This is an optimization exercise on Yosys and OpenROAD, whose aim is small area, a short achievable clock period and few clock cycles, not a production implementation. At most, simulation tests tie the RTL to the original design; equivalence was not proved. No functional check of the RTL was part of runs 1 and 2. Power figures rest on the tool's default switching activity, not on a simulated workload.

==> flow/design.v <==
module elf_cu (
    input  wire        clk,
    input  wire        rst,
    input  wire        in_valid,
    output wire        in_ready,
    input  wire [1:0]  in_op,
    input  wire [63:0] in_data,
    input  wire [6:0]  in_nbits,
    output wire        out_valid,
    input  wire        out_ready,
    output wire [63:0] out_data,
    output wire        out_last,
    output wire [3:0]  out_bytes
);
    localparam [63:0] END_SIGN = 64'h7FF8000000000000;
    localparam [1:0] OP_ADD     = 2'd0;
    localparam [1:0] OP_CLOSE   = 2'd1;
    localparam [1:0] OP_PUTBITS = 2'd2;
    localparam [1:0] OP_REFRESH = 2'd3;
    function [6:0] ctz64;
        input [63:0] a;
        reg [63:0] y;
        reg [5:0]  n;
        begin
            y = a;
            n = 6'd0;
            if (y[31:0] == 32'd0) begin n = n + 6'd32; y = y >> 32; end
            if (y[15:0] == 16'd0) begin n = n + 6'd16; y = y >> 16; end
            if (y[7:0] == 8'd0)   begin n = n + 6'd8;  y = y >> 8;  end
            if (y[3:0] == 4'd0)   begin n = n + 6'd4;  y = y >> 4;  end
            if (y[1:0] == 2'd0)   begin n = n + 6'd2;  y = y >> 2;  end
            if (y[0] == 1'b0)     begin n = n + 6'd1;               end
            ctz64 = (a == 64'd0) ? 7'd64 : {1'b0, n};
        end
    endfunction
    function [2:0] lzcode;
        input [63:0] a;
        begin
            if (a[63:40] == 24'd0)      lzcode = 3'd7;
            else if (a[63:42] == 22'd0) lzcode = 3'd6;
            else if (a[63:44] == 20'd0) lzcode = 3'd5;
            else if (a[63:46] == 18'd0) lzcode = 3'd4;
            else if (a[63:48] == 16'd0) lzcode = 3'd3;
            else if (a[63:52] == 12'd0) lzcode = 3'd2;
            else if (a[63:56] == 8'd0)  lzcode = 3'd1;
            else                        lzcode = 3'd0;
        end
    endfunction
    function [4:0] lzbucket;
        input [2:0] c;
        begin
            case (c)
                3'd0:    lzbucket = 5'd0;
                3'd1:    lzbucket = 5'd8;
                3'd2:    lzbucket = 5'd12;
                3'd3:    lzbucket = 5'd16;
                3'd4:    lzbucket = 5'd18;
                3'd5:    lzbucket = 5'd20;
                3'd6:    lzbucket = 5'd22;
                default: lzbucket = 5'd24;
            endcase
        end
    endfunction
    reg  adv;         
    reg  in_rdy;      
    wire adv_n;
    wire s0_v_n;
    assign in_ready = in_rdy;
    wire in_fire = in_valid && in_rdy;
    reg        s0_v;
    reg [1:0]  s0_op;
    reg [63:0] s0_d;
    reg        s0_put;     
    reg        s0_raw;     
    reg [6:0]  s0_sa;      
    wire       first_n;
    wire [6:0] n0c = (in_nbits > 7'd64) ? 7'd64 : in_nbits;
    assign s0_v_n = in_fire || (s0_v && !adv);
    always @(posedge clk) begin
        if (in_rdy) begin
            s0_op  <= in_op;
            s0_d   <= (in_op == OP_CLOSE) ? END_SIGN : in_data;
            s0_put <= (in_op == OP_PUTBITS);
            s0_raw <= first_n || (in_op == OP_PUTBITS);
            s0_sa  <= (in_op == OP_PUTBITS) ? (7'd64 - n0c) : 7'd0;
        end
    end
    reg        first;
    reg [63:0] stored_val;
    wire        put1c = s0_put;
    wire        val1c = !s0_op[1];
    wire [63:0] x1c   = s0_raw ? s0_d : (stored_val ^ s0_d);
    wire [2:0]  lc1c  = lzcode(x1c);
    wire [4:0]  lz1c  = lzbucket(lc1c);
    wire [6:0]  tz1c  = ctz64(x1c);
    wire        xz1c  = (x1c == 64'd0);
    wire [6:0]  sa1c  = s0_raw ? s0_sa : {2'b00, lz1c};
    wire [63:0] y1c   = sa1c[6] ? 64'd0 : (x1c << sa1c[5:0]);
    reg        sm1c;
    always @* begin
        case (lc1c)
            3'd0:    sm1c = (x1c[47:0] == 48'd0);
            3'd1:    sm1c = (x1c[39:0] == 40'd0);
            3'd2:    sm1c = (x1c[35:0] == 36'd0);
            3'd3:    sm1c = (x1c[31:0] == 32'd0);
            3'd4:    sm1c = (x1c[29:0] == 30'd0);
            3'd5:    sm1c = (x1c[27:0] == 28'd0);
            3'd6:    sm1c = (x1c[25:0] == 26'd0);
            default: sm1c = (x1c[23:0] == 24'd0);
        endcase
    end
    reg [6:0]  k1c;
    reg        kt1c;
    reg [1:0]  hs1c;       
    always @* begin
        k1c  = 7'd0;
        kt1c = 1'b0;
        hs1c = 2'd0;
        if (put1c) begin
            k1c = 7'd64 - s0_sa;
        end else if (val1c) begin
            if (first) begin
                k1c  = 7'd71;
                kt1c = 1'b1;
                hs1c = 2'd1;
            end else if (xz1c) begin
                k1c = 7'd2;
            end else if (sm1c) begin
                k1c  = 7'd73 - {2'b00, lz1c};
                kt1c = 1'b1;
                hs1c = 2'd2;
            end else begin
                k1c  = 7'd75 - {2'b00, lz1c};
                kt1c = 1'b1;
                hs1c = 2'd3;
            end
        end
    end
    reg        s1_v;
    reg [1:0]  s1_op;
    reg [63:0] s1_y;       
    reg [1:0]  s1_hs;
    reg [6:0]  s1_k;
    reg        s1_kt;
    reg [2:0]  s1_lc;
    reg [6:0]  s1_tz;
    reg        s1_val;     
    reg        s1_first;
    reg        s1_xz;
    reg        s1_cr;      
    always @(posedge clk) begin
        if (adv) begin
            s1_op    <= s0_op;
            s1_y     <= y1c;
            s1_hs    <= hs1c;
            s1_k     <= k1c;
            s1_kt    <= kt1c;
            s1_lc    <= lc1c;
            s1_tz    <= tz1c;
            s1_val   <= val1c;
            s1_first <= first;
            s1_xz    <= xz1c;
            s1_cr    <= val1c && !first && !xz1c;
        end
    end
    reg first_nr;
    always @* begin
        first_nr = first;
        if (adv && s0_v) begin
            if (s0_op == OP_ADD)
                first_nr = 1'b0;
            else if (s0_op == OP_CLOSE || s0_op == OP_REFRESH)
                first_nr = 1'b1;
        end
    end
    assign first_n = first_nr;
    always @(posedge clk) begin
        if (rst) begin
            first <= 1'b1;
        end else begin
            first <= first_nr;
        end
        if (adv && s0_v && s0_op == OP_ADD)
            stored_val <= s0_d;
    end
    reg        win_v;
    reg [2:0]  w_lc;
    reg [5:0]  w_tz;
    reg [6:0]  w_len;      
    wire [4:0]  lz2    = lzbucket(s1_lc);
    wire [6:0]  cb2    = 7'd64 - {2'b00, lz2} - {1'b0, s1_tz[5:0]};
    wire [6:0]  nlen2  = s1_k - (s1_kt ? s1_tz : 7'd0);
    wire        reuse  = s1_cr && win_v && (s1_lc == w_lc) && (s1_tz[5:0] >= w_tz);
    reg [10:0] hdr2c;      
    always @* begin
        hdr2c = 11'd0;
        if (s1_val) begin
            case (s1_hs)
                2'd1:    hdr2c = {s1_tz, 4'd0};
                2'd2:    hdr2c = {2'b10, s1_lc, cb2[3:0], 2'b00};
                2'd3:    hdr2c = {2'b11, s1_lc, cb2[5:0]};
                default: hdr2c = s1_xz ? {2'b01, 9'd0} : 11'd0;
            endcase
        end
    end
    wire [74:0] ypad2  = {s1_y, 11'd0};
    reg  [74:0] pnew2;
    always @* begin
        case (s1_hs)
            2'd0:    pnew2 = ypad2;
            2'd1:    pnew2 = ypad2 >> 7;
            2'd2:    pnew2 = ypad2 >> 9;
            default: pnew2 = ypad2 >> 11;
        endcase
    end
    wire [74:0] code2c = reuse ? (ypad2 >> 2) : ({hdr2c, 64'd0} | pnew2);
    wire [6:0]  len2c  = reuse ? w_len : nlen2;
    reg        s2_v;
    reg [1:0]  s2_op;
    reg [74:0] s2_code;
    reg [6:0]  s2_len;
    always @(posedge clk) begin
        if (adv) begin
            s2_op   <= s1_op;
            s2_code <= code2c;
            s2_len  <= len2c;
        end
    end
    always @(posedge clk) begin
        if (rst) begin
            win_v <= 1'b0;
        end else if (adv && s1_v) begin
            if (s1_op == OP_CLOSE || s1_op == OP_REFRESH) begin
                win_v <= 1'b0;
            end else if (s1_cr && !reuse) begin
                win_v <= 1'b1;
                w_lc  <= s1_lc;
                w_tz  <= s1_tz[5:0];
                w_len <= 7'd66 - {2'b00, lz2} - {1'b0, s1_tz[5:0]};
            end
        end
    end
    always @(posedge clk) begin
        if (rst) begin
            s1_v <= 1'b0;
            s2_v <= 1'b0;
        end else if (adv) begin
            s1_v <= s0_v;
            s2_v <= s1_v;
        end
    end
    reg [5:0]  p;          
    reg [63:0] cur;        
    reg [10:0] ext;        
    reg        st_full;    
    reg        st_flush;   
    reg        st_close;   
    wire [138:0] w3    = {s2_code, 64'd0} >> p;
    wire [7:0]   tot3  = {2'b00, p} + {1'b0, s2_len};
    wire [63:0]  word0 = cur | w3[138:75];
    wire take3 = adv && s2_v;
    wire busy3 = st_full || st_flush;
    reg        q0_v, q1_v;
    reg [63:0] q0_d, q1_d;
    reg        q0_l, q1_l;
    reg [3:0]  q0_b, q1_b;
    reg        push;
    reg [63:0] push_d;
    reg        push_l;
    reg [3:0]  push_b;
    reg [5:0]  p_n;
    reg [63:0] cur_n;
    reg [10:0] ext_n;
    reg        st_full_n, st_flush_n, st_close_n;
    always @* begin
        push   = 1'b0;
        push_d = word0;
        push_l = 1'b0;
        push_b = 4'd8;
        p_n    = p;
        cur_n  = cur;
        ext_n  = ext;
        st_full_n  = st_full;
        st_flush_n = st_flush;
        st_close_n = st_close;
        if (busy3) begin
            if (!q1_v) begin
                push   = 1'b1;
                push_d = cur;
                if (st_full) begin
                    push_l = st_close && (p == 6'd0);
                    push_b = 4'd8;
                    cur_n  = {ext, 53'd0};
                    st_full_n = 1'b0;
                    if (st_close) begin
                        if (p == 6'd0) begin
                            cur_n = 64'd0;
                            st_close_n = 1'b0;
                        end else begin
                            st_flush_n = 1'b1;
                        end
                    end
                end else begin
                    push_l = 1'b1;
                    push_b = {1'b0, 3'd0} + (({1'b0, p[5:0]} + 7'd7) >> 3);
                    cur_n  = 64'd0;
                    p_n    = 6'd0;
                    st_flush_n = 1'b0;
                    st_close_n = 1'b0;
                end
            end
        end else if (take3) begin
            if (s2_op == OP_REFRESH) begin
                cur_n = 64'd0;
                p_n   = 6'd0;
            end else if (tot3 < 8'd64) begin
                if (s2_op == OP_CLOSE) begin
                    push   = 1'b1;
                    push_l = 1'b1;
                    push_b = (tot3[6:0] + 7'd7) >> 3;
                    cur_n  = 64'd0;
                    p_n    = 6'd0;
                end else begin
                    cur_n = word0;
                    p_n   = tot3[5:0];
                end
            end else begin
                push   = 1'b1;
                push_l = (s2_op == OP_CLOSE) && (tot3 == 8'd64);
                cur_n  = w3[74:11];
                p_n    = tot3[5:0];
                if (tot3 < 8'd128) begin
                    if (s2_op == OP_CLOSE) begin
                        if (tot3 == 8'd64) begin
                            cur_n = 64'd0;
                        end else begin
                            st_flush_n = 1'b1;
                            st_close_n = 1'b1;
                        end
                    end
                end else begin
                    ext_n      = w3[10:0];
                    st_full_n  = 1'b1;
                    st_close_n = (s2_op == OP_CLOSE);
                end
            end
        end
    end
    always @(posedge clk) begin
        if (rst) begin
            p        <= 6'd0;
            cur      <= 64'd0;
            st_full  <= 1'b0;
            st_flush <= 1'b0;
            st_close <= 1'b0;
        end else begin
            p        <= p_n;
            cur      <= cur_n;
            st_full  <= st_full_n;
            st_flush <= st_flush_n;
            st_close <= st_close_n;
        end
        ext <= ext_n;
    end
    wire pop = q0_v && out_ready;
    reg  q0_v_n, q1_v_n;
    always @* begin
        q0_v_n = q0_v;
        q1_v_n = q1_v;
        if (q1_v) begin
            if (pop) q1_v_n = 1'b0;
        end else if (!q0_v || pop) begin
            q0_v_n = push;
        end else if (push) begin
            q1_v_n = 1'b1;
        end
    end
    always @(posedge clk) begin
        if (q1_v) begin
            if (pop) begin
                q0_d <= q1_d;
                q0_l <= q1_l;
                q0_b <= q1_b;
            end
        end else if (!q0_v || pop) begin
            q0_d <= push_d;
            q0_l <= push_l;
            q0_b <= push_b;
        end else if (push) begin
            q1_d <= push_d;
            q1_l <= push_l;
            q1_b <= push_b;
        end
    end
    always @(posedge clk) begin
        if (rst) begin
            q0_v <= 1'b0;
            q1_v <= 1'b0;
        end else begin
            q0_v <= q0_v_n;
            q1_v <= q1_v_n;
        end
    end
    assign out_valid = q0_v;
    assign out_data  = q0_d;
    assign out_last  = q0_l;
    assign out_bytes = q0_b;
    assign adv_n = !st_full_n && !st_flush_n && !q1_v_n;
    always @(posedge clk) begin
        if (rst) begin
            adv    <= 1'b1;
            in_rdy <= 1'b1;
            s0_v   <= 1'b0;
        end else begin
            adv    <= adv_n;
            in_rdy <= !s0_v_n || adv_n;
            s0_v   <= s0_v_n;
        end
    end
endmodule
==> flow/flow/run.sh <==
#!/bin/bash
# Standard layout, with repair_timing aiming for setup slack of SETUP_SLACK_MARGIN ns
# (timing repair works toward a shorter period than the 11 ns clock). Constraints unchanged.
set -euo pipefail
bash standard.sh SETUP_SLACK_MARGIN=7.5 finish > standard_flow.log 2>&1
==> flow/standard.sh <==
#!/bin/bash
# synth_recipe.tcl (not shown) runs the flow's synth.tcl, then flattens the netlist and writes it again
# the make line also repeats each setting of config.mk as NAME=value (left out here)
make -C /OpenROAD-flow-scripts/flow DESIGN_CONFIG=/design/flow/config.mk WORK_HOME=/design/flow/orfs CLKGATE_MAP_FILE= SYNTH_SCRIPT=/design/flow/synth_recipe.tcl "${@:-finish}"
==> flow/config.mk <==
export PLATFORM = sky130hd
export DESIGN_NAME = elf_cu
export DESIGN_NICKNAME = elf_cu
export VERILOG_FILES = /design/flow/design.v
export SDC_FILE = /design/flow/constraint.sdc
export NUM_CORES = 4
export LEC_CHECK = 0
export CAP_MARGIN = 20
export CORE_MARGIN = 2
export CORE_UTILIZATION = 60
export SLEW_MARGIN = 20
==> flow/constraint.sdc <==
create_clock -name core_clock -period 11.0 [get_ports {clk}]
set_input_delay 2.2000 -clock core_clock [delete_from_list [all_inputs] [get_ports {clk}]]
set_output_delay 2.2000 -clock core_clock [all_outputs]
set_load 0.01 [all_outputs]
==> results of run 1 <==
[routing by layer]
| layer | part of all wire | routed length (µm) | vias up |
|---|---|---|---|
| li1 | - | - | 13970 |
| met1 | 0.34 | 48630 | 15850 |
| met2 | 0.47 | 66950 | 2457 |
| met3 | 0.10 | 14470 | 649 |
| met4 | 0.094 | 13570 | 6 |
| met5 | 0.00031 | 45 | - |
[registers in the layout (all words and copies together), names as in the netlist, 10 cells and up]
register	cells
s2_code	75
ext	10
cur	64
s0_d	64
s1_y	64
q0_d	64
q1_d	64
stored_val	64
[cell type report]
| class | count | area, µm² | area share |
|---|---|---|---|
| multi-input cells | 2728 | 21870 | 0.4920 |
| flip-flops and latches | 556 | 15900 | 0.3577 |
| repair buffers | 341 | 3413 | 0.07680 |
| clock buffers | 63 | 1470 | 0.03308 |
| well taps | 846 | 1059 | 0.02382 |
| clock inverters | 47 | 466.7 | 0.01050 |
| inverters | 55 | 239.0 | 0.005377 |
| repair inverters | 2 | 25.02 | 0.0005631 |
| diodes | 2 | 5.005 | 0.0001126 |
[worst max-delay path: cells and delay by family, from the launching register on]
kind / cells / cell delay, ns
multiplexers: 1 / 0.53
flip-flops: 1 / 0.41
buffers and inverters: 3 / 0.53
AND/OR/NAND/NOR: 3 / 0.70
AO/OA/AOI/OAI: 7 / 1.51
[worst max-delay path by stage]
stage / from / end / slack, ns / cells past startpoint
2_1_floorplan: adv / q1_b[0] / 6.50 / 5
3_3_place_gp: s0_raw / s1_y[48] / 5.25 / 12
3_5_place_dp: s0_raw / s1_y[48] / 5.33 / 12
4_1_cts: s0_raw / s1_tz[1] / 7.21 / 14
5_1_grt: s0_raw / s1_tz[1] / 7.06 / 14
6_report: s0_raw / s1_tz[1] / 7.14 / 14
[cell families after synthesis]
group,Yosys count,synth area share
xor+xnor,137,0.03165
flops,556,0.4187
buf+inv,352,0.03647
compound gates,837,0.1462
fa+ha+maj,41,0.01432
simple gates,1064,0.1297
mux,645,0.2229
[what timing repair did]
item                       in CTS  in global routing
gates cloned                   20                  5
gates resized for setup       448                128
buffers inserted               89                 30
pin swaps                      32                 13
setup endpoints to repair     500                208
[power groups by stage]
stage / Clock (mW) / Combinational (mW) / Sequential, mW
2_1_floorplan: 0 / 1.34 / 2.88
3_3_place_gp: 0 / 2.13 / 2.99
3_5_place_dp: 0 / 2.17 / 3.02
4_1_cts: 2.02 / 2.29 / 2.97
5_1_grt: 2.10 / 2.56 / 3.01
6_report: 2.02 / 2.47 / 2.99
[through the flow]
stage | power, mW | cells | util
global placement | 5.117 | 4383 | 0.6353
floorplan | 4.222 | 3632 | -
CTS | 7.273 | 4603 | 0.6950
global route | 7.672 | 4638 | 0.7083
detailed placement | 5.189 | 4384 | 0.6356
finish | 7.481 | 4640 | 0.7084
[layout by cell type (no fill, tap or decap), drive strengths merged, types with 68 or more instances in the layout]
cell	n
edfxtp	474
nor2	396
nand2	327
mux2i	301
buf	234
mux2	205
o21ai	193
a21oi	161
mux4	139
a22oi	88
dfxtp	82
xnor2	81
clkdlybuf4s50	75
and2	69
inv	68
==> run notes, run 1 <==
clk sink count=556; die area=65220 µm²; mean post-synth cell area=10.44 µm²; Yosys reg bits=556; vias in the first global route=31670; die width=~260 µm; Fin Setup TNS=0 ns; Worst-path clk slew=0.07 ns; WHS Endpoint=s2_op[1]; synthesis-to-layout area growth=17.22%; Via-to-Cell Ratio=roughly 7; root buffer cell=clkbuf_16; GP Congestion=1.008; DP Area=~40000 µm²; Worst Hold Class=register to register; CP cell instances=buf_12 > buf_16 > nand4bb_1 > o22a_1 > a222oi_1 > buf_4 > o2111ai_4 > or2_4 > a22oi_4 > mux4_2 > a2bb2oi_2 > o221ai_1 > a311o_1 > and3b_1; fillers=between 4000 and 5000; Synth Instances=3632; R2R depth=14; register share of total power=0.400; Setup WS post-layout=7.142 ns; layout cells sized above 1=0.2431; I/O pin count=148; top cells by count, synth=edfxtp_1 (474), nor2_1 (396), nand2_1 (327); main flop type after synthesis=edfxtp_1; top-area cell type share of the netlist area=0.3754; CTS Buffer Depth=3; most repeated cell in the gate-level netlist after synthesis=edfxtp_1; EDFF count, synth=474; hold depth=0; worst skew pair latency=0.71 ns; Power Density=168.3 nW/µm²; period utilization=0.3507; initial drt markers=4521; initial antenna violation count=4; min Tclk post-route=3.858 ns; final wirelength=143.7 mm; Gate power share=0.330; slack of the worst reg-to-reg path=between 7 and 8 ns; DRT Pass-1 Iters=8; met3 Usage GRT=0.08829; Remaining Overflow, GRT=0; via total after detailed routing=32920; Detail Placement HPWL=a little under 100 mm; hold_sp=s1_op[1]; post-route cell area=44440 µm²; status=finished clean; first-pass GRT wire length=209.4 mm; CP startpoint kind=register; switching share of power=0.3646; peak supply drop=0.1753 mV; worst-path fanout max=18; slowest cell on the critical path=mux4_2; hold buffer count at CTS=0; Die Ht=255.4 µm; CTS buffer count=58; RR Endpoint=s1_tz[1]; CP max stage delay=0.53 ns; final hold vios=0; final hold slack=0.3917 ns; grt peak-use layer=met2; Cell Area, Synth=37910 µm²; Max Cap Viol=0; Sw Pwr=2.727 mW; initial core utilization=0.6043; RSZ-0062 raised after global routing=yes; NumNets Final=between 3000 and 4000; Yosys top cell by area=edfxtp_1; Worst-Margin Slew=between 1 and 1.5 ns; RR Startpoint=s0_raw; DP Worst Slack=5.326 ns; Cell Int Power=4.753 mW; I/O Buffers=147; largest net degree at the start of global routing=92; Worst slew margin=0.1758; setup violators final=0; H-Tree Depth=2; Syn Nets=roughly 3800; sequential area share after synthesis=0.4187; Async S/R FF share, synth=0; CP required=11.55 ns; GR Layer Usage met1=0.5058; core area=62740 µm²; Max Freq=259.2 MHz; Post-DRT Antenna Nets=0; Remaining DRCs=0; clock share of power=0.270; Crit Path Class=register to register; CTS tree=yes; distinct cell type count after synthesis=83; wire per inst=30.96 µm; Fin Clk Skew=slightly below 0.09 ns; CP endpoint kind=register; fin. max-slew vios=0; synth warn=1; M2 GR Usage=0.6943; total track usage=0.4279; top cells by area, synth=edfxtp_1 (38%), mux4_2 (8.3%), mux2i_1 (7.9%); Static Leak=around 17 nW; CP arrival=about 4.4 ns; # rows=around 90
==> run 2, diff against run 1 <==
--- a/flow/design.v
+++ b/flow/design.v
@@ -20,16 +20,23 @@
     function [6:0] ctz64;
         input [63:0] a;
-        reg [63:0] y;
+        reg [63:0] pre;    
+        reg [63:0] oh;     
         reg [5:0]  n;
         begin
-            y = a;
-            n = 6'd0;
-            if (y[31:0] == 32'd0) begin n = n + 6'd32; y = y >> 32; end
-            if (y[15:0] == 16'd0) begin n = n + 6'd16; y = y >> 16; end
-            if (y[7:0] == 8'd0)   begin n = n + 6'd8;  y = y >> 8;  end
-            if (y[3:0] == 4'd0)   begin n = n + 6'd4;  y = y >> 4;  end
-            if (y[1:0] == 2'd0)   begin n = n + 6'd2;  y = y >> 2;  end
-            if (y[0] == 1'b0)     begin n = n + 6'd1;               end
-            ctz64 = (a == 64'd0) ? 7'd64 : {1'b0, n};
+            pre = a;
+            pre = pre | (pre << 1);
+            pre = pre | (pre << 2);
+            pre = pre | (pre << 4);
+            pre = pre | (pre << 8);
+            pre = pre | (pre << 16);
+            pre = pre | (pre << 32);
+            oh = a & ~(pre << 1);
+            n[0] = |(oh & 64'hAAAAAAAAAAAAAAAA);
+            n[1] = |(oh & 64'hCCCCCCCCCCCCCCCC);
+            n[2] = |(oh & 64'hF0F0F0F0F0F0F0F0);
+            n[3] = |(oh & 64'hFF00FF00FF00FF00);
+            n[4] = |(oh & 64'hFFFF0000FFFF0000);
+            n[5] = |(oh & 64'hFFFFFFFF00000000);
+            ctz64 = pre[63] ? {1'b0, n} : 7'd64;
         end
     endfunction
@@ -62,4 +69,20 @@
         end
     endfunction
+    function [6:0] cminus;
+        input [6:0] c;
+        input [2:0] lc;
+        begin
+            case (lc)
+                3'd0:    cminus = c;
+                3'd1:    cminus = c - 7'd8;
+                3'd2:    cminus = c - 7'd12;
+                3'd3:    cminus = c - 7'd16;
+                3'd4:    cminus = c - 7'd18;
+                3'd5:    cminus = c - 7'd20;
+                3'd6:    cminus = c - 7'd22;
+                default: cminus = c - 7'd24;
+            endcase
+        end
+    endfunction
     reg  adv;         
     reg  in_rdy;      
@@ -68,33 +91,51 @@
     assign in_ready = in_rdy;
     wire in_fire = in_valid && in_rdy;
+    reg        first;
+    reg [63:0] stored_val;
     reg        s0_v;
     reg [1:0]  s0_op;
-    reg [63:0] s0_d;
+    reg [63:0] s0_x;
     reg        s0_put;     
-    reg        s0_raw;     
+    reg        s0_first;   
     reg [6:0]  s0_sa;      
-    wire       first_n;
-    wire [6:0] n0c = (in_nbits > 7'd64) ? 7'd64 : in_nbits;
+    reg [6:0]  s0_n;       
+    wire [6:0]  n0c = (in_nbits > 7'd64) ? 7'd64 : in_nbits;
+    wire [63:0] v0c = (in_op == OP_CLOSE) ? END_SIGN : in_data;
+    wire [63:0] x0c = stored_val ^ v0c;
     assign s0_v_n = in_fire || (s0_v && !adv);
     always @(posedge clk) begin
         if (in_rdy) begin
-            s0_op  <= in_op;
-            s0_d   <= (in_op == OP_CLOSE) ? END_SIGN : in_data;
-            s0_put <= (in_op == OP_PUTBITS);
-            s0_raw <= first_n || (in_op == OP_PUTBITS);
-            s0_sa  <= (in_op == OP_PUTBITS) ? (7'd64 - n0c) : 7'd0;
+            s0_op    <= in_op;
+            s0_x     <= x0c;
+            s0_put   <= (in_op == OP_PUTBITS);
+            s0_first <= first;
+            s0_sa    <= (in_op == OP_PUTBITS) ? (7'd64 - n0c) : 7'd0;
+            s0_n     <= n0c;
+        end
+    end
+    always @(posedge clk) begin
+        if (rst) begin
+            first      <= 1'b1;
+            stored_val <= 64'd0;
+        end else if (in_fire) begin
+            if (in_op == OP_ADD) begin
+                first      <= 1'b0;
+                stored_val <= in_data;
+            end else if (in_op == OP_CLOSE || in_op == OP_REFRESH) begin
+                first      <= 1'b1;
+                stored_val <= 64'd0;
+            end
         end
     end
-    reg        first;
-    reg [63:0] stored_val;
     wire        put1c = s0_put;
     wire        val1c = !s0_op[1];
-    wire [63:0] x1c   = s0_raw ? s0_d : (stored_val ^ s0_d);
+    wire [63:0] x1c   = s0_x;
     wire [2:0]  lc1c  = lzcode(x1c);
     wire [4:0]  lz1c  = lzbucket(lc1c);
     wire [6:0]  tz1c  = ctz64(x1c);
     wire        xz1c  = (x1c == 64'd0);
-    wire [6:0]  sa1c  = s0_raw ? s0_sa : {2'b00, lz1c};
-    wire [63:0] y1c   = sa1c[6] ? 64'd0 : (x1c << sa1c[5:0]);
+    wire [6:0]  sa1c  = (put1c || s0_first) ? s0_sa : {2'b00, lz1c};
+    wire [63:0] src1c = put1c ? (x1c ^ stored_val) : x1c;
+    wire [63:0] y1c   = sa1c[6] ? 64'd0 : (src1c << sa1c[5:0]);
     reg        sm1c;
     always @* begin
@@ -118,7 +159,7 @@
         hs1c = 2'd0;
         if (put1c) begin
-            k1c = 7'd64 - s0_sa;
+            k1c = s0_n;
         end else if (val1c) begin
-            if (first) begin
+            if (s0_first) begin
                 k1c  = 7'd71;
                 kt1c = 1'b1;
@@ -127,9 +168,9 @@
                 k1c = 7'd2;
             end else if (sm1c) begin
-                k1c  = 7'd73 - {2'b00, lz1c};
+                k1c  = cminus(7'd73, lc1c);
                 kt1c = 1'b1;
                 hs1c = 2'd2;
             end else begin
-                k1c  = 7'd75 - {2'b00, lz1c};
+                k1c  = cminus(7'd75, lc1c);
                 kt1c = 1'b1;
                 hs1c = 2'd3;
@@ -159,28 +200,8 @@
             s1_tz    <= tz1c;
             s1_val   <= val1c;
-            s1_first <= first;
+            s1_first <= s0_first;
             s1_xz    <= xz1c;
-            s1_cr    <= val1c && !first && !xz1c;
-        end
-    end
-    reg first_nr;
-    always @* begin
-        first_nr = first;
-        if (adv && s0_v) begin
-            if (s0_op == OP_ADD)
-                first_nr = 1'b0;
-            else if (s0_op == OP_CLOSE || s0_op == OP_REFRESH)
-                first_nr = 1'b1;
-        end
-    end
-    assign first_n = first_nr;
-    always @(posedge clk) begin
-        if (rst) begin
-            first <= 1'b1;
-        end else begin
-            first <= first_nr;
+            s1_cr    <= val1c && !s0_first && !xz1c;
         end
-        if (adv && s0_v && s0_op == OP_ADD)
-            stored_val <= s0_d;
     end
     reg        win_v;
@@ -188,6 +209,5 @@
     reg [5:0]  w_tz;
     reg [6:0]  w_len;      
-    wire [4:0]  lz2    = lzbucket(s1_lc);
-    wire [6:0]  cb2    = 7'd64 - {2'b00, lz2} - {1'b0, s1_tz[5:0]};
+    wire [6:0]  cb2    = cminus(7'd64, s1_lc) - {1'b0, s1_tz[5:0]};
     wire [6:0]  nlen2  = s1_k - (s1_kt ? s1_tz : 7'd0);
     wire        reuse  = s1_cr && win_v && (s1_lc == w_lc) && (s1_tz[5:0] >= w_tz);
@@ -237,5 +257,5 @@
                 w_lc  <= s1_lc;
                 w_tz  <= s1_tz[5:0];
-                w_len <= 7'd66 - {2'b00, lz2} - {1'b0, s1_tz[5:0]};
+                w_len <= cminus(7'd66, s1_lc) - {1'b0, s1_tz[5:0]};
             end
         end
--- a/flow/config.mk
+++ b/flow/config.mk
@@ -8,4 +8,4 @@
 export CAP_MARGIN = 20
 export CORE_MARGIN = 2
-export CORE_UTILIZATION = 60
+export CORE_UTILIZATION = 50
 export SLEW_MARGIN = 20
==> run 2 against run 1 <==
Synthesized cell count rose by 0.17%. Sequential share of layout area shrank 0.44 points. Die area is 16% higher. Sequential cell count rose by 7. Via count is 4.8% lower. Synthesized area fell by 3.5%. Critical path type unchanged.
==> run notes, run 2 <==
sequential area share after synthesis=0.4221; synthesis-to-layout area growth=19.63%; Worst Setup EP=s1_y[54]; top-area cell type share of the netlist area=0.3422; final wirelength=133.0 mm; hold buffer count at CTS=0; NumNets Final=3894; Met2 Wirelength=62.57 mm; Fin Setup TNS=0 ns; GP Congestion=1.008; CTS buffer count=66; top cells by area, synth=edfxtp_1 (34%), dfxtp_1 (8.0%), mux4_2 (7.6%); fillers=6079; clk sink count=563; DP Worst Slack=just over 6 ns; Detail Placement HPWL=~94 mm; fin cells=4793; Routed met3 length=9.615 mm; RR Endpoint=s1_y[54]; CP arrival=3.94 ns; Die Ht=274.5 µm; crit path from=s0_x[48]; Fin Clk Skew=between 0.02 and 0.025 ns; fin. max-slew vios=0; synth warn=1; status=finished clean; Worst-Margin Slew=1.135 ns; EDFF count, synth=417; worst-path fanout max=13; Largest Register=s2_code; total track usage=0.3399; Via-to-Cell Ratio=around 6.5; CP endpoint kind=register; die area=approximately 75000 µm²; R2R depth=12; RR Startpoint=s0_x[48]; slowest cell on the critical path=edfxtp_1; Static Leak=~17 nW; layout cells sized above 1=0.2167; Post-Route Utilization=0.6021; period utilization=0.3250; max FFs per register=75; Power Density=174.5 nW/µm²; setup violators final=0; CTS Buffer Depth=3; Remaining DRCs=0; initial drt markers=approximately 3600; Yosys top cell by area=edfxtp_1; Worst-path clk slew=approximately 0.060 ns; Max Cap Viol=0; RSZ-0062 raised after global routing=yes; Cell Area, Synth=36590 µm²; Remaining Overflow, GRT=0; via total after detailed routing=31360; first-pass GRT wire length=just under 200 mm; root buffer cell=clkbuf_16; Post-DRT Antenna Nets=0; top cells by count, synth=nand2_1 (503), edfxtp_1 (417), nor2_1 (362); distinct cell type count after synthesis=a little under 100; # rows=99; wire per inst=between 20 and 30 µm; Register Area=between 15000 and 20000 µm²; mean post-synth cell area=just over 10 µm²; final hold vios=0; I/O Buffers=147; CP cell instances=buf_6 > nor4_4 > buf_4 > nand3_2 > or3_4 > a21oi_4 > buf_12 > mux2_2 > mux2_2 > o21ai_0 > o21ba_2 > a221o_1; min Tclk post-route=3.575 ns; main flop type after synthesis=edfxtp_1; most repeated cell in the gate-level netlist after synthesis=nand2_1; Worst slew margin=0.2356; largest net degree at the start of global routing=88; CP max stage delay=0.47 ns; Async S/R FF share, synth=0; Yosys reg bits=563; Synth Instances=3638; Met1 Wirelength=52.93 mm; die width=274.5 µm; peak supply drop=0.1436 mV; Worst Hold Class=register to register; Crit Path Class=register to register; DR top layer=met4; vias in the first global route=29660; most common cell after layout, fill and taps aside=nand2_1; Most common cell on crit path=mux2_2; initial core utilization=0.5033; CP required=11.36 ns; Syn Nets=3748; initial antenna violation count=0; placed cell count=between 4000 and 5000; core area=between 70000 and 80000 µm²; H-Tree Depth=3; CP startpoint kind=register; CTS tree=yes; most frequent cells in the layout=nand2_1 (495), edfxtp_1 (417), nor2_1 (349); DRT Pass-1 Iters=7; worst skew pair latency=0.62 ns; I/O pin count=~150; Multi-input gate area=21180 µm²; Setup WS post-layout=7.425 ns; number of diodes=0; slack of the worst reg-to-reg path=7.43 ns; Max Freq=roughly 280 MHz
-- run 2: changes by cell type after synthesis, sizes merged, moves of 33 or more --
cell	delta
edfxtp	-57
clkbuf	-41
o211ai	+36
dfxtp	+64
and2	-51
nor2	-33
nand2	+177
mux2i	-69
-- run 2: critical path, delay by kind of cell, from the launching register on --
kind            cells  cell delay (ns)
compound gates      4             0.84
simple gates        3             0.79
mux                 2             0.68
buf+inv             3             0.53
flops               1             0.47
-- run 2: power by group --
part	total, mW	internal [mW]	leakage [nW]	switching [mW]
clock network	2.32	1.38	1.10	0.940
logic	2.34	1.01	9.95	1.33
registers	2.97	2.67	5.65	0.303
total	7.64	5.06	16.7	2.58
-- run 2: repair_timing --
action,in CTS,in global routing
resized for setup,230,188
gates cloned,5,8
endpoints found under the hold margin,0,0
pin swaps,21,35
buffers inserted,58,60
endpoints found under the setup margin,573,350
-- run 2: cells by family after synthesis --
family | count (synthesis) | share of synthesized area
and+or+nand+nor | 1188 | 0.1436
AOI/OAI and AO/OA | 863 | 0.1593
buffers and inverters | 318 | 0.03549
xor gates and xnor gates | 144 | 0.03446
adders and majority gates | 33 | 0.01231
DFF | 563 | 0.4221
muxes | 529 | 0.1927
-- run 2: per-stage QoR --
step	cell area (µm²)	hold WS, ns	power [mW]
after global routing	43780	0.4422	7.912
after detailed placement	38820	0.4054	5.157
after CTS	42220	0.4198	7.494
after global placement	38790	0.4057	5.132
after floorplan	36740	0.4003	4.235
final	43780	0.4228	7.639
-- run 2: how the worst min path moves through the flow --
stage	startpoint	endpoint	slack [ns]	cells after the start
2_1_floorplan	s0_op[0]	s1_op[0]	0.40	0
3_3_place_gp	s1_op[1]	s2_op[1]	0.41	0
3_5_place_dp	s1_op[1]	s2_op[1]	0.41	0
4_1_cts	s1_op[1]	s2_op[1]	0.42	0
5_1_grt	s1_op[1]	s2_op[1]	0.44	0
6_report	s1_op[1]	s2_op[1]	0.42	0
-- run 2: cell type report --
cell class / count / share of cell area
multi-input cells: 2758 / 0.4838
repair buffers: 334 / 0.07800
flip-flops and latches: 563 / 0.3533
well taps: 959 / 0.02741
clock buffers: 82 / 0.04001
clock inverters: 36 / 0.01209
inverters: 61 / 0.005316
-- run 2: routing by layer --
| metal | global-route usage | vias up |
|---|---|---|
| met1 | 0.4386 | 15510 |
| li1 | - | 13910 |
| met3 | 0.05307 | 387 |
| met4 | 0.1716 | 0 |
| met5 | 0.005013 | - |
| met2 | 0.5563 | 1561 |
==> run 3, diff against run 2 <==
--- a/flow/design.v
+++ b/flow/design.v
@@ -69,20 +69,4 @@
         end
     endfunction
-    function [6:0] cminus;
-        input [6:0] c;
-        input [2:0] lc;
-        begin
-            case (lc)
-                3'd0:    cminus = c;
-                3'd1:    cminus = c - 7'd8;
-                3'd2:    cminus = c - 7'd12;
-                3'd3:    cminus = c - 7'd16;
-                3'd4:    cminus = c - 7'd18;
-                3'd5:    cminus = c - 7'd20;
-                3'd6:    cminus = c - 7'd22;
-                default: cminus = c - 7'd24;
-            endcase
-        end
-    endfunction
     reg  adv;         
     reg  in_rdy;      
@@ -99,8 +83,7 @@
     reg        s0_first;   
     reg [6:0]  s0_sa;      
-    reg [6:0]  s0_n;       
     wire [6:0]  n0c = (in_nbits > 7'd64) ? 7'd64 : in_nbits;
     wire [63:0] v0c = (in_op == OP_CLOSE) ? END_SIGN : in_data;
-    wire [63:0] x0c = stored_val ^ v0c;
+    wire [63:0] x0c = in_op[1] ? in_data : (stored_val ^ v0c);
     assign s0_v_n = in_fire || (s0_v && !adv);
     always @(posedge clk) begin
@@ -111,5 +94,4 @@
             s0_first <= first;
             s0_sa    <= (in_op == OP_PUTBITS) ? (7'd64 - n0c) : 7'd0;
-            s0_n     <= n0c;
         end
     end
@@ -136,6 +118,5 @@
     wire        xz1c  = (x1c == 64'd0);
     wire [6:0]  sa1c  = (put1c || s0_first) ? s0_sa : {2'b00, lz1c};
-    wire [63:0] src1c = put1c ? (x1c ^ stored_val) : x1c;
-    wire [63:0] y1c   = sa1c[6] ? 64'd0 : (src1c << sa1c[5:0]);
+    wire [63:0] y1c   = sa1c[6] ? 64'd0 : (x1c << sa1c[5:0]);
     reg        sm1c;
     always @* begin
@@ -159,5 +140,5 @@
         hs1c = 2'd0;
         if (put1c) begin
-            k1c = s0_n;
+            k1c = 7'd64 - s0_sa;
         end else if (val1c) begin
             if (s0_first) begin
@@ -168,9 +149,9 @@
                 k1c = 7'd2;
             end else if (sm1c) begin
-                k1c  = cminus(7'd73, lc1c);
+                k1c  = 7'd73 - {2'b00, lz1c};
                 kt1c = 1'b1;
                 hs1c = 2'd2;
             end else begin
-                k1c  = cminus(7'd75, lc1c);
+                k1c  = 7'd75 - {2'b00, lz1c};
                 kt1c = 1'b1;
                 hs1c = 2'd3;
@@ -209,5 +190,6 @@
     reg [5:0]  w_tz;
     reg [6:0]  w_len;      
-    wire [6:0]  cb2    = cminus(7'd64, s1_lc) - {1'b0, s1_tz[5:0]};
+    wire [4:0]  lz2    = lzbucket(s1_lc);
+    wire [6:0]  cb2    = 7'd64 - {2'b00, lz2} - {1'b0, s1_tz[5:0]};
     wire [6:0]  nlen2  = s1_k - (s1_kt ? s1_tz : 7'd0);
     wire        reuse  = s1_cr && win_v && (s1_lc == w_lc) && (s1_tz[5:0] >= w_tz);
@@ -257,5 +239,5 @@
                 w_lc  <= s1_lc;
                 w_tz  <= s1_tz[5:0];
-                w_len <= cminus(7'd66, s1_lc) - {1'b0, s1_tz[5:0]};
+                w_len <= 7'd66 - {2'b00, lz2} - {1'b0, s1_tz[5:0]};
             end
         end
--- a/flow/config.mk
+++ b/flow/config.mk
@@ -8,4 +8,4 @@
 export CAP_MARGIN = 20
 export CORE_MARGIN = 2
-export CORE_UTILIZATION = 50
+export CORE_UTILIZATION = 40
 export SLEW_MARGIN = 20
==> run 3 against run 2 <==
Critical path depth is 1 lower. Die area grew 21%. Highest routed layer is now met5. Non-clock buffer count down 57. Largest power group unchanged. Worst hold slack improved by 0.0067 ns. Combinational power shrank 19%. Still clean on timing, DRC and antenna. Fmax up 1.5%. Synthesized area shrank 3.0%. Sequential cell count decreased by 7. Final cell count is 1.8% lower. Total power down 9.4%.
==> run notes, run 3 <==
I/O pin count=148; Remaining Overflow, GRT=0; top cells by area, synth=edfxtp_1 (35%), mux4_2 (10%), dfxtp_1 (8.2%); final wirelength=110.6 mm; H-Tree Depth=3; Worst slew margin=0.2165; sequential area share after synthesis=0.4293; # rows=109; most repeated cell in the gate-level netlist after synthesis=edfxtp_1; CP endpoint kind=register; GP Congestion=0.9836; period utilization=0.3201; top-area cell type share of the netlist area=0.3469; Power Density=167.2 nW/µm²; setup violators final=0; CP required=11.32 ns; initial core utilization=0.4028; Syn Nets=3508; EDFF count, synth=410; final hold vios=0; Post-DRT Antenna Nets=0; initial drt markers=~2600; vias in the first global route=27050; Cell Int Power=4.717 mW; hold buffer count at CTS=0; mean post-synth cell area=10.47 µm²; Worst Hold Class=register to register; min Tclk post-route=3.522 ns; synthesis-to-layout area growth=16.57%; largest net degree at the start of global routing=81; Via-to-Cell Ratio=between 6 and 7; total track usage=0.2373; Cell Area, Synth=35490 µm²; Yosys top cell by area=edfxtp_1; Crit Path Class=register to register; core area=slightly below 90000 µm²; clk sink count=556; Async S/R FF share, synth=0; CP arrival=3.84 ns; wire per inst=between 20 and 25 µm; root buffer cell=clkbuf_16; layout cells sized above 1=0.1947; register share of total power=0.408; Post-Route Utilization=0.4696; die area=91120 µm²; I/O Buffers=147; worst-path fanout max=29; clock share of power=0.318; Max Freq=around 280 MHz; via total after detailed routing=around 28000; Worst-Margin Slew=1.163 ns; CP startpoint kind=register; NumNets Final=3610; RSZ-0062 raised after global routing=yes; Fin Setup TNS=0 ns; Largest Register=s2_code; max FFs per register=75; synth warn=1; switching share of power=0.3183; worst skew pair latency=0.64 ns; die width=301.9 µm; peak supply drop=~0.12 mV; Max Cap Viol=0; Remaining DRCs=0; Die Ht=301.9 µm; DRT Pass-1 Iters=6; status=finished clean; first-pass GRT wire length=between 150 and 200 mm; most common cell after layout, fill and taps aside=edfxtp_1; distinct cell type count after synthesis=88; Synth Instances=3391; Detail Placement HPWL=77.81 mm; Sw Pwr=between 2 and 2.5 mW; fin. max-slew vios=0; most frequent cells in the layout=edfxtp_1 (410), nand2_1 (398), nor2_1 (372); Yosys reg bits=556; top cells by count, synth=edfxtp_1 (410), nand2_1 (402), nor2_1 (383); CTS Buffer Depth=3; final hold slack=approximately 0.43 ns; CTS buffer count=66; Static Leak=15.56 nW; main flop type after synthesis=edfxtp_1; CTS tree=yes; Fin Clk Skew=about 0.038 ns; number of diodes=0; initial antenna violation count=1; Gate power share=0.273; Worst-path clk slew=0.06 ns
-- run 3: repair_timing --
| action | 4_1_cts | 5_1_grt |
|---|---|---|
| endpoints found under the setup margin | 551 | 367 |
| pin swaps | 7 | 10 |
| setup buffers | 34 | 37 |
| resized for setup | 173 | 121 |
| cloned | 5 | 7 |
-- run 3: final cells by class --
cell class | instances | area (µm²)
repair buffers | 277 | 2776
inverters | 63 | 239.0
multi-input cells | 2529 | 19470
clock inverters | 44 | 425.4
clock buffers | 75 | 1738
flip-flops and latches | 556 | 15260
well taps | 1165 | 1458
fillers | 8225 | 46730
-- run 3: path summary, 6_finish.rpt --
path                               start       end  slack (ns)  cells past startpoint
worst min-delay path            s1_op[1]  s2_op[1]        0.43                      0
worst max register to register  s0_x[49]  s1_y[57]        7.48                     11
worst min register to register  s1_op[1]  s2_op[1]        0.43                      0
worst max-delay path            s0_x[49]  s1_y[57]        7.48                     11
-- run 3: cells by family (layout without fill, tap and decap cells) --
group / count (synthesis) / count (layout) / share of synthesized area
simple gates: 1056 / 1057 / 0.1314
compound gates: 866 / 866 / 0.1608
flops: 556 / 556 / 0.4293
mux: 532 / 532 / 0.2188
buf+inv: 307 / 459 / 0.03646
fa+ha+maj: 40 / 40 / 0.01495
xor+xnor: 34 / 34 / 0.008391
-- run 3: power by group through the flow --
stage | combinational, mW | sequential (mW) | clock (mW)
floorplan | 1.13 | 2.82 | 0
global placement | 1.81 | 2.87 | 0
detailed placement | 1.82 | 2.88 | 0
CTS | 1.82 | 2.83 | 2.25
global route | 2.03 | 2.86 | 2.33
finish | 1.89 | 2.82 | 2.20
-- run 3: routing by layer --
metal	vias to the layer above	track usage	routed length (µm)
met5	-	0	12
met4	2	0.1236	6628
met3	278	0.03053	6026
met2	1075	0.3915	53100
met1	13900	0.3061	44880
li1	13170	-	-
-- run 3: worst max-delay path, cell delays in order (launching register included) --
cell and delay (ns):
edfxtp_1 0.42, buf_4 0.18, nor4_4 0.42, nand4_4 0.23
o31ai_4 0.30, nor3_4 0.10, or2_2 0.37, buf_12 0.20
mux2i_2 0.27, mux2i_1 0.19, a221oi_1 0.33, o211ai_1 0.17
-- run 3: per-stage QoR --
| stage | power, mW | instances | setup slack (ns) | cell area (µm²) |
|---|---|---|---|---|
| 6_report | 6.919 | 4709 | 7.478 | 41370 |
| 5_1_grt | 7.224 | 4709 | 7.368 | 41370 |
| 4_1_cts | 6.898 | 4665 | 7.415 | 40620 |
| 3_5_place_dp | 4.691 | 4507 | 6.362 | 37830 |
| 3_3_place_gp | 4.678 | 4507 | 6.500 | 37830 |
| 2_1_floorplan | 3.944 | 3391 | 6.424 | 35530 |
Testbench counts of run 3, summed over its fixed seeds: cycles 39,274.
==> run 4, diff against run 3 <==
==> flow/flow/run.sh (replaced) <==
#!/bin/bash
# Standard layout with: timing repair aiming for SETUP_SLACK_MARGIN ns of setup slack (a
# shorter period than the 11 ns clock; constraints unchanged), buf_2 as the port buffers,
# and a clock tree without dummy loads, clustered into larger leaf groups.
set -euo pipefail
bash standard.sh SETUP_SLACK_MARGIN=7.5 \
  "BUFFER_PORTS_ARGS=-buffer_cell sky130_fd_sc_hd__buf_2" \
  "CTS_ARGS=-sink_clustering_enable -repair_clock_nets -dont_use_dummy_load -sink_clustering_size 24 -sink_clustering_max_diameter 80" \
  finish > standard_flow.log 2>&1
==> run 4 against run 3 <==
Via count down 1.4%. Wire length down 2.7%. Die area unchanged. Sequential share of layout area up 2.2 points. Synthesized cell count unchanged.
==> run notes, run 4 <==
WHS Endpoint=s2_op[1]; CP required=11.34 ns; Yosys reg bits=556; top cells by count, synth=edfxtp_1 (410), nand2_1 (402), nor2_1 (383); first-pass GRT wire length=163.2 mm; I/O Buffers=147; CP max stage delay=0.63 ns; clk sink count=between 500 and 600; Power Density=about 150 nW/µm²; layout cells sized above 1=0.2091; RR Endpoint=s1_k[4]; Static Leak=14.76 nW; sequential area share after synthesis=0.4293; Remaining Overflow, GRT=0; CP cell instances=or4_1 > and4bb_4 > nand2_1 > nor2_1 > o21ai_0 > o41ai_2 > a21oi_2 > mux2_1 > a22o_1; DP Area=37090 µm²; Worst-path clk slew=0.09 ns; post-route cell area=between 30000 and 40000 µm²; crit path from=s0_x[5]; min Tclk post-route=3.479 ns; I/O pin count=148; worst skew pair latency=0.59 ns; RSZ-0062 raised after global routing=yes; core area=88100 µm²; Synth Instances=3391; peak supply drop=0.1637 mV; Fin Clk Skew=0.05804 ns; via total after detailed routing=around 28000; top cells by area, synth=edfxtp_1 (35%), mux4_2 (10%), dfxtp_1 (8.2%); GP Congestion=about 1.0; status=finished clean; mean post-synth cell area=10.47 µm²; DRT Pass-1 Iters=6; fin. max-slew vios=0; most common cell after layout, fill and taps aside=edfxtp_1; most repeated cell in the gate-level netlist after synthesis=edfxtp_1; NumNets Final=3557; hold_sp=s1_op[1]; Syn Nets=approximately 3500; wire per inst=23.40 µm; Cell Area, Synth=35490 µm²; Largest Register=s2_code; die area=91120 µm²; vias in the first global route=26370; RR Startpoint=s0_x[5]; Worst-Margin Slew=roughly 1.2 ns; top-area cell type share of the netlist area=0.3469; Fin Setup TNS=0 ns; CTS Buffer Depth=3; Post-DRT Antenna Nets=0; setup violators final=0; initial drt markers=approximately 2600; Max Freq=287.5 MHz; synth warn=1; H-Tree Depth=2; Crit Path Class=register to register; slowest cell on the critical path=or4_1; CP arrival=3.81 ns; final hold slack=0.4380 ns; root buffer cell=clkbuf_16; initial core utilization=0.4028; Detail Placement HPWL=77.30 mm; CP startpoint kind=register; period utilization=0.3162; worst-path fanout max=7; total track usage=0.2307; main flop type after synthesis=edfxtp_1; initial antenna violation count=2; Yosys top cell by area=edfxtp_1; CTS tree=yes; Buf/Inv on CP=0; die width=301.9 µm; Worst slew margin=0.2110; Via-to-Cell Ratio=6.092; max FFs per register=75; hold depth=0; distinct cell type count after synthesis=between 80 and 90; final hold vios=0; most frequent cells in the layout=edfxtp_1 (410), nand2_1 (398), nor2_1 (372); number of diodes=0; Pwr Total=between 5 and 6 mW; CP endpoint kind=register; largest net degree at the start of global routing=102; R2R depth=9; Multi-input gate area=19380 µm²; EDFF count, synth=410; synthesis-to-layout area growth=9.956%; Async S/R FF share, synth=0; # rows=109; Max Cap Viol=0; Crit path max-delay family=simple AND/OR/NAND/NOR gates; Worst Hold Class=register to register; Die Ht=301.9 µm; Post-Route Utilization=0.4429; slack of the worst reg-to-reg path=around 7.5 ns; Remaining DRCs=0; fillers=8451; Register Area=15260 µm²; CTS buffer count=34; final wirelength=~110 mm
==> run 4: cell counts after synthesis <==
No cell type changed its count.
==> run 4: stage by stage <==
step	std cells	worst slack [ns]
after CTS	4571	7.472
after detailed placement	4505	6.425
after floorplan	3391	6.424
final	4603	7.521
after global placement	4505	6.490
after global routing	4603	7.470
==> run 4: worst reg2reg max path, cell delays in order (launching register included) <==
cell      delay, ns
edfxtp_1       0.53
or4_1          0.63
and4bb_4       0.44
nand2_1        0.10
nor2_1         0.37
o21ai_0        0.25
o41ai_2        0.13
a21oi_2        0.17
mux2_1         0.37
a22o_1         0.24
==> run 4: repair_timing <==
action                                  4_1_cts  5_1_grt
buffers inserted                             28       28
pin swaps                                     7        7
cloned                                        4        4
endpoints found under the setup margin      414      258
hold buffers                                  0        0
gates resized for setup                      48       71
==> run 4: routing by layer <==
layer	routed length, µm	up-vias	track usage
li1	-	13000	-
met1	44550	13720	0.3021
met2	51210	1026	0.3810
met3	5671	294	0.02650
met4	6237	4	0.1135
met5	27	-	0
==> run 4: worst max path at each step <==
stage / slack [ns] / end / depth (start not counted)
after floorplan: 6.42 / q1_b[0] / 5
after global placement: 6.49 / s0_x[19] / 5
after detailed placement: 6.42 / s0_x[36] / 5
after CTS: 7.47 / s1_y[57] / 11
after global routing: 7.47 / cur[60] / 11
final: 7.52 / s1_k[4] / 9
==> run 4: cells by family (layout without fill, tap and decap cells) <==
| kind of cell | count (synthesis) | after routing | synth area share |
|---|---|---|---|
| compound gates | 866 | 866 | 0.1608 |
| xor+xnor | 34 | 34 | 0.008391 |
| fa+ha+maj | 40 | 40 | 0.01495 |
| buf+inv | 307 | 353 | 0.03646 |
| flops | 556 | 556 | 0.4293 |
| mux | 532 | 532 | 0.2188 |
| simple gates | 1056 | 1057 | 0.1314 |
==> run 4: power by group <==
part / switching, mW / total [mW] / internal (mW)
Combinational: 1.04 / 1.81 / 0.775
Clock: 0.671 / 1.22 / 0.551
Sequential: 0.238 / 2.83 / 2.59
==> run 4: final cells by class <==
type                    instances  share of cell area
multi-input cells            2529              0.4968
flip-flops and latches        556              0.3910
repair buffers                256             0.04701
well taps                    1165             0.03735
clock buffers                  34             0.02180
inverters                      63            0.006060
==> run 5, diff against run 4 <==
--- a/flow/config.mk
+++ b/flow/config.mk
@@ -8,4 +8,4 @@
 export CAP_MARGIN = 20
 export CORE_MARGIN = 2
-export CORE_UTILIZATION = 40
+export CORE_UTILIZATION = 60
 export SLEW_MARGIN = 20
==> run 5 against run 4 <==
Clock skew up 0.0014 ns. Combinational power grew 3%. Wire length grew 5.7%.
==> run notes, run 5 <==
status=finished clean; Synth Instances=3391; RSZ-0062 raised after global routing=yes; fin. max-slew vios=0; distinct cell type count after synthesis=between 80 and 90; Max Freq=approximately 290 MHz; Max Cap Viol=0; number of diodes=0; top cells by count, synth=edfxtp_1 (410), nand2_1 (402), nor2_1 (383); Power Density=151.3 nW/µm²; Most common cell on crit path=nor2_1; period utilization=0.3163; switching share of power=0.3392; Async S/R FF share, synth=0; slowest cell on the critical path=a31oi_2; CP max stage delay=about 0.43 ns; DRT Pass-1 Iters=6; Remaining DRCs=0; sequential area share after synthesis=0.4293; final wirelength=around 110 mm; Worst-path clk slew=approximately 0.10 ns; wire per inst=26.99 µm; Fin Clk Skew=0.05946 ns; Cell Area, Synth=between 30000 and 40000 µm²; Sw Pwr=1.983 mW; largest net degree at the start of global routing=just under 90; layout cells sized above 1=0.2102; initial core utilization=0.6036; hold depth=0; initial drt markers=3011; peak supply drop=0.1618 mV; core area=58800 µm²; H-Tree Depth=1; total track usage=0.3619; final hold vios=0; Die Ht=247.2 µm; CTS tree=yes; Syn Nets=roughly 3500; Worst Hold Class=register to register; Largest Register=s2_code; most frequent cells in the layout=edfxtp_1 (410), nand2_1 (398), nor2_1 (371); Fin Setup TNS=0 ns; I/O pin count=148; Detail Placement HPWL=82.10 mm; min Tclk post-route=3.480 ns; DP Worst Slack=6.116 ns; Cell Int Power=3.864 mW; most common cell after layout, fill and taps aside=edfxtp_1; EDFF count, synth=410; RR Startpoint=p[2]; CTS buffer count=31; initial antenna violation count=1; GP Congestion=1.048; Remaining Overflow, GRT=0; top-area cell type share of the netlist area=0.3469; register share of total power=0.486; Post-DRT Antenna Nets=0; die width=between 200 and 250 µm; CTS Buffer Depth=3; slack of the worst reg-to-reg path=7.52 ns; WHS Endpoint=s2_op[1]; most repeated cell in the gate-level netlist after synthesis=edfxtp_1; CP cell instances=buf_8 > inv_2 > buf_8 > mux2i_1 > nor2_1 > a31oi_2 > nor2_1 > nor2_1 > a21oi_1 > a21o_1 > mux2_2; via total after detailed routing=29190; Via-to-Cell Ratio=6.921; Yosys top cell by area=edfxtp_1; CP startpoint kind=register; synth warn=1; setup violators final=0; main flop type after synthesis=edfxtp_1; Setup WS post-layout=7.520 ns; Static Leak=14.86 nW; die area=61110 µm²; R2R depth=11; RR Endpoint=q0_d[6]; Worst slew margin=0.2455; CP arrival=just under 4 ns; Worst-Margin Slew=about 1.1 ns; top cells by area, synth=edfxtp_1 (35%), mux4_2 (10%), dfxtp_1 (8.2%); vias in the first global route=about 28000; max FFs per register=75; NumNets Final=~3600; worst-path fanout max=77; hold_sp=s1_op[1]; mean post-synth cell area=10.47 µm²; clk sink count=556; first-pass GRT wire length=roughly 170 mm; I/O Buffers=147; hold buffer count at CTS=0; Yosys reg bits=556; clock share of power=0.196; # rows=89; worst skew pair latency=0.64 ns; root buffer cell=clkbuf_16; Gate power share=0.319; synthesis-to-layout area growth=8.885%; CP endpoint kind=register; CP required=between 10 and 15 ns; Crit Path Class=register to register
[run 5: worst max-delay path by stage]
| stage | start | to | depth (start not counted) |
|---|---|---|---|
| 4_1_cts | p[0] | q1_b[2] | 12 |
| 6_report | p[2] | q0_d[6] | 11 |
| 3_3_place_gp | in_op[1] | s0_x[11] | 4 |
| 2_1_floorplan | adv | q1_b[0] | 5 |
| 5_1_grt | s0_x[51] | s1_y[61] | 13 |
| 3_5_place_dp | in_op[1] | s0_x[21] | 4 |
[run 5: area by class of cell]
cell class	instances	area [µm²]
inverters	63	236.5
multi-input cells	2529	19410
well taps	773	967.2
fillers	4540	20150
flip-flops and latches	556	15260
clock buffers	31	775.7
repair buffers	265	1994
[run 5: timing repair]
item | in CTS | in global routing
resized for setup | 62 | 63
pin swaps | 12 | 15
endpoints found under the setup margin | 437 | 290
setup buffers | 26 | 36
gates cloned | 3 | 7
[run 5: cells by family (layout without fill, tap and decap cells)]
logic type	Yosys count	count (layout)	share of synthesized area
simple gates	1056	1057	0.1314
compound gates	866	866	0.1608
flops	556	556	0.4293
mux	532	532	0.2188
buf+inv	307	359	0.03646
fa+ha+maj	40	40	0.01495
xor+xnor	34	34	0.008391
[run 5: metal layers]
metal  part of all wire  up-vias  routed length (µm)  track usage
met5           0.000097        -                  11            0
met4              0.067        2                7655       0.1874
met1               0.36    14230               41250       0.4337
met2               0.51     1572               57600       0.6440
met3              0.064      389                7293      0.03820
li1                   -    12990                   -            -
[run 5: power groups by stage]
stage / clock (mW) / combinational [mW] / sequential, mW
CTS: 1.16 / 1.78 / 2.83
finish: 1.14 / 1.86 / 2.84
detailed placement: 0 / 1.73 / 2.89
floorplan: 0 / 1.13 / 2.82
global route: 1.22 / 1.98 / 2.87
global placement: 0 / 1.69 / 2.87
[run 5: through the flow]
stage / utilization / cell area (µm²) / cells / hold slack, ns / power [mW]
floorplan: - / 35530 / 3391 / 0.4003 / 3.944
global placement: 0.6224 / 36590 / 4113 / 0.4072 / 4.556
global route: 0.6572 / 38640 / 4217 / 0.4552 / 6.066
CTS: 0.6459 / 37980 / 4174 / 0.4376 / 5.775
detailed placement: 0.6227 / 36610 / 4114 / 0.4143 / 4.613
finish: 0.6572 / 38640 / 4217 / 0.4361 / 5.847
[run 5: worst max-delay path, delay by kind of cell, from the launching register on]
family / cells / cell delay (ns)
AO/OA/AOI/OAI: 3 / 0.99
buffers and inverters: 3 / 0.68
multiplexers: 2 / 0.63
AND/OR/NAND/NOR: 3 / 0.50
flip-flops: 1 / 0.33
==> run 6, diff against run 5 <==
--- a/flow/design.v
+++ b/flow/design.v
@@ -69,4 +69,22 @@
         end
     endfunction
+    function [6:0] kconst;
+        input [1:0] c;
+        input [2:0] lc;
+        reg   [6:0] b;
+        begin
+            case (lc)
+                3'd0:    b = 7'd73;
+                3'd1:    b = 7'd65;
+                3'd2:    b = 7'd61;
+                3'd3:    b = 7'd57;
+                3'd4:    b = 7'd55;
+                3'd5:    b = 7'd53;
+                3'd6:    b = 7'd51;
+                default: b = 7'd49;
+            endcase
+            kconst = c[1] ? b + 7'd2 : b;
+        end
+    endfunction
     reg  adv;         
     reg  in_rdy;      
@@ -114,9 +132,23 @@
     wire [63:0] x1c   = s0_x;
     wire [2:0]  lc1c  = lzcode(x1c);
-    wire [4:0]  lz1c  = lzbucket(lc1c);
     wire [6:0]  tz1c  = ctz64(x1c);
     wire        xz1c  = (x1c == 64'd0);
-    wire [6:0]  sa1c  = (put1c || s0_first) ? s0_sa : {2'b00, lz1c};
-    wire [63:0] y1c   = sa1c[6] ? 64'd0 : (x1c << sa1c[5:0]);
+    wire        z56 = (x1c[63:56] == 8'd0);
+    wire        z52 = (x1c[63:52] == 12'd0);
+    wire        z48 = (x1c[63:48] == 16'd0);
+    wire        z46 = (x1c[63:46] == 18'd0);
+    wire        z44 = (x1c[63:44] == 20'd0);
+    wire        z42 = (x1c[63:42] == 22'd0);
+    wire        z40 = (x1c[63:40] == 24'd0);
+    wire        raw1c = put1c || s0_first;
+    wire [4:1]  bsh = {z48, z40 | (z56 & ~z48), (z52 & ~z48) | (z44 & ~z40),
+                       (z46 & ~z44) | (z42 & ~z40)};
+    wire [6:0]  sa1c  = raw1c ? s0_sa : {2'b00, bsh, 1'b0};
+    wire [63:0] ya1c  = s0_sa[6] ? 64'd0 : (s0_sa[5] ? (x1c << 32) : x1c);
+    wire [63:0] yb1c  = s0_sa[0] ? (ya1c << 1) : ya1c;
+    wire [63:0] yc1c  = sa1c[4] ? (yb1c << 16) : yb1c;
+    wire [63:0] yd1c  = sa1c[3] ? (yc1c << 8) : yc1c;
+    wire [63:0] ye1c  = sa1c[2] ? (yd1c << 4) : yd1c;
+    wire [63:0] y1c   = sa1c[1] ? (ye1c << 2) : ye1c;
     reg        sm1c;
     always @* begin
@@ -149,9 +181,9 @@
                 k1c = 7'd2;
             end else if (sm1c) begin
-                k1c  = 7'd73 - {2'b00, lz1c};
+                k1c  = kconst(2'd1, lc1c);
                 kt1c = 1'b1;
                 hs1c = 2'd2;
             end else begin
-                k1c  = 7'd75 - {2'b00, lz1c};
+                k1c  = kconst(2'd2, lc1c);
                 kt1c = 1'b1;
                 hs1c = 2'd3;
--- a/flow/config.mk
+++ b/flow/config.mk
@@ -8,4 +8,4 @@
 export CAP_MARGIN = 20
 export CORE_MARGIN = 2
-export CORE_UTILIZATION = 60
+export CORE_UTILIZATION = 40
 export SLEW_MARGIN = 20
==> run 6 against run 5 <==
Still clean. Global-route usage decreased by 13 points. Synthesized cell count increased by 3.6%. Via count decreased by 2.4%. Critical path depth decreased by 5. Critical endpoint is now q0_d[56].
==> run notes, run 6 <==
CTS tree=yes; max FFs per register=between 70 and 80; Die Ht=302.0 µm; top cells by area, synth=edfxtp_1 (35%), dfxtp_1 (8.2%), mux4_2 (7.7%); Fin Setup TNS=0 ns; first-pass GRT wire length=roughly 170 mm; H-Tree Depth=2; wire per inst=23.37 µm; clk sink count=approximately 560; distinct cell type count after synthesis=86; hold buffer count at CTS=0; largest net degree at the start of global routing=77; die width=302.0 µm; Syn Nets=3630; top cells by count, synth=nor2_1 (452), edfxtp_1 (410), nand2_1 (318); Fin Clk Skew=0.1053 ns; RSZ-0062 raised after global routing=yes; Remaining Overflow, GRT=0; fin. max-slew vios=0; setup violators final=0; Synth Instances=approximately 3500; layout cells sized above 1=0.2030; main flop type after synthesis=edfxtp_1; Power Density=approximately 150 nW/µm²; RR Endpoint=q0_d[56]; Worst slew margin=0.2516; mean post-synth cell area=10.11 µm²; initial drt markers=about 2700; most frequent cells in the layout=nor2_1 (444), edfxtp_1 (410), nand2_1 (316); Register Area=15260 µm²; peak supply drop=0.1596 mV; hold_sp=s1_op[1]; Max Freq=287.6 MHz; total track usage=0.2327; status=finished clean; Worst-path clk slew=approximately 0.070 ns; CP endpoint kind=register; GP Congestion=between 0.9 and 1; final hold vios=0; Static Leak=14.32 nW; CTS Buffer Depth=3; Cell Area, Synth=between 30000 and 40000 µm²; RR Startpoint=p[4]; synthesis-to-layout area growth=9.868%; final wirelength=110.1 mm; Worst Hold Class=register to register; Yosys reg bits=roughly 560; initial antenna violation count=0; Pwr Total=5.901 mW; die area=a little over 90000 µm²; core area=88240 µm²; min Tclk post-route=3.477 ns; root buffer cell=clkbuf_16; Crit Path Class=register to register; Remaining DRCs=0; Async S/R FF share, synth=0; sequential area share after synthesis=0.4289; Detail Placement HPWL=78.17 mm; CP arrival=3.93 ns; I/O pin count=148; period utilization=0.3161; hold depth=0; most repeated cell in the gate-level netlist after synthesis=nor2_1; I/O Buffers=between 100 and 150; # rows=about 110; NumNets Final=roughly 3700; Worst-Margin Slew=1.118 ns; number of diodes=0; slack of the worst reg-to-reg path=7.52 ns; top-area cell type share of the netlist area=0.3466; worst skew pair latency=between 0.6 and 0.7 ns; Yosys top cell by area=edfxtp_1; Multi-input gate area=19340 µm²; DRT Pass-1 Iters=6; CP startpoint kind=register; Max Cap Viol=0; Via-to-Cell Ratio=6.047; worst-path fanout max=between 40 and 50; synth warn=1; CTS buffer count=35; EDFF count, synth=between 400 and 500; Largest Register=s2_code; via total after detailed routing=28490; Post-DRT Antenna Nets=0; fillers=8411; initial core utilization=0.4025; most common cell after layout, fill and taps aside=nor2_1; vias in the first global route=26770; R2R depth=6; WHS Endpoint=s2_op[1]; CP required=11.45 ns
==> run 6: worst max path at each step <==
stage / end / cells past startpoint / start / slack [ns]
finish: q0_d[56] / 6 / p[4] / 7.52
global route: s1_y[1] / 6 / s0_put / 7.37
CTS: cur[41] / 11 / p[0] / 7.39
detailed placement: stored_val[39] / 7 / in_op[1] / 6.49
global placement: s0_x[6] / 5 / in_op[1] / 6.45
floorplan: q1_b[0] / 5 / adv / 6.54
==> run 6: per-layer routing <==
layer	routed length, µm	global-route usage	share of wire	vias to the layer above
met5	0	0	0	-
met4	4423	0.08510	0.040	0
met2	53280	0.3908	0.48	921
met1	47150	0.3101	0.43	14050
met3	5244	0.02679	0.048	208
li1	-	-	-	13310
==> run 6: logic make-up (layout without fill, tap and decap cells) <==
group / Yosys count / in the layout / synth area share
AO/OA/AOI/OAI: 902 / 902 / 0.1634
AND/OR/NAND/NOR: 1073 / 1074 / 0.1337
buffers and inverters: 332 / 363 / 0.03780
flip-flops: 556 / 556 / 0.4289
XOR/XNOR: 31 / 31 / 0.007645
adder cells (fa/ha/maj): 40 / 40 / 0.01494
multiplexers: 579 / 580 / 0.2137
==> run 6: metrics by stage <==
stage	instances	hold slack [ns]	util	instance area, µm²	setup WS [ns]
2_1_floorplan	3513	0.4003	-	35560	6.541
4_1_cts	4660	0.4429	0.4351	38390	7.391
3_3_place_gp	4613	0.4059	0.4208	37130	6.450
6_report	4711	0.4371	0.4422	39020	7.523
3_5_place_dp	4615	0.4125	0.4211	37160	6.491
5_1_grt	4711	0.4578	0.4422	39020	7.372
==> run 6: power by group <==
group / switching, mW / total, mW / internal (mW)
Combinational: 1.04 / 1.82 / 0.778
Clock: 0.683 / 1.25 / 0.567
Sequential: 0.247 / 2.83 / 2.58
Total: 1.97 / 5.90 / 3.93
==> run 6: final cells by class <==
class / count / share of cell area
sequential: 556 / 0.3910
timing repair buffer: 253 / 0.04633
tap: 1165 / 0.03736
multi-input combinational: 2627 / 0.4956
clock buffer: 35 / 0.02245
inverter: 75 / 0.007311
==> run 6: timing repair <==
action | CTS | global route
gates cloned | 2 | 6
resized for setup | 54 | 46
setup endpoints to repair | 431 | 277
buffers inserted | 8 | 44
pin swaps | 3 | 7
==> run 6: critical path, cell delays in order (launching register included) <==
cell	delay, ns
dfxtp_2	0.43
inv_2	0.45
buf_4	0.56
nand2_1	0.49
nor2_1	0.91
a21o_1	0.30
mux2_2	0.18
Testbench counts of run 6, summed over its fixed seeds: cycles 39,274.

## afterwards: timing with drivers on the ports
Ports are ideal in the flow. The routed layouts listed here were re-timed in OpenROAD. Step 1 (the two cells are an assumption about what drives the block):
set clk [get_ports {clk}]
set_driving_cell -lib_cell sky130_fd_sc_hd__clkbuf_16 $clk
set_driving_cell -lib_cell sky130_fd_sc_hd__buf_2 [delete_from_list [all_inputs] $clk]
Step 2, shift: input delay + t, output delay - t, t = (earliest + latest rising clock arrival at the registers) / 2. This alone moves slack from input paths to output paths. a / b / c = ideal ports / drivers / drivers and shift; a / b = the first two.
| run | t (ns) | setup slack, ns | cell pins on the clock port's net |
|---|---|---|---|
| run 1 | 0.732 | 7.142 / 7.142 / 6.943 | 1 |
| run 2 | 0.679 | 7.425 / 7.425 / 6.934 | 1 |
| run 3 | 0.684 | 7.478 / 7.467 / 6.982 | 1 |
| run 4 | 0.630 | 7.521 / 7.519 / 7.043 | 1 |
| run 5 | 0.678 | 7.520 / 7.474 / 6.932 | 1 |
| run 6 | 0.620 | 7.523 / 7.491 / 7.077 | 1 |
After both steps setup and hold are still met in every run listed. For run 5, which loses most, drivers alone change the setup slack by -0.046 ns; drivers and shift together by -0.588 ns.
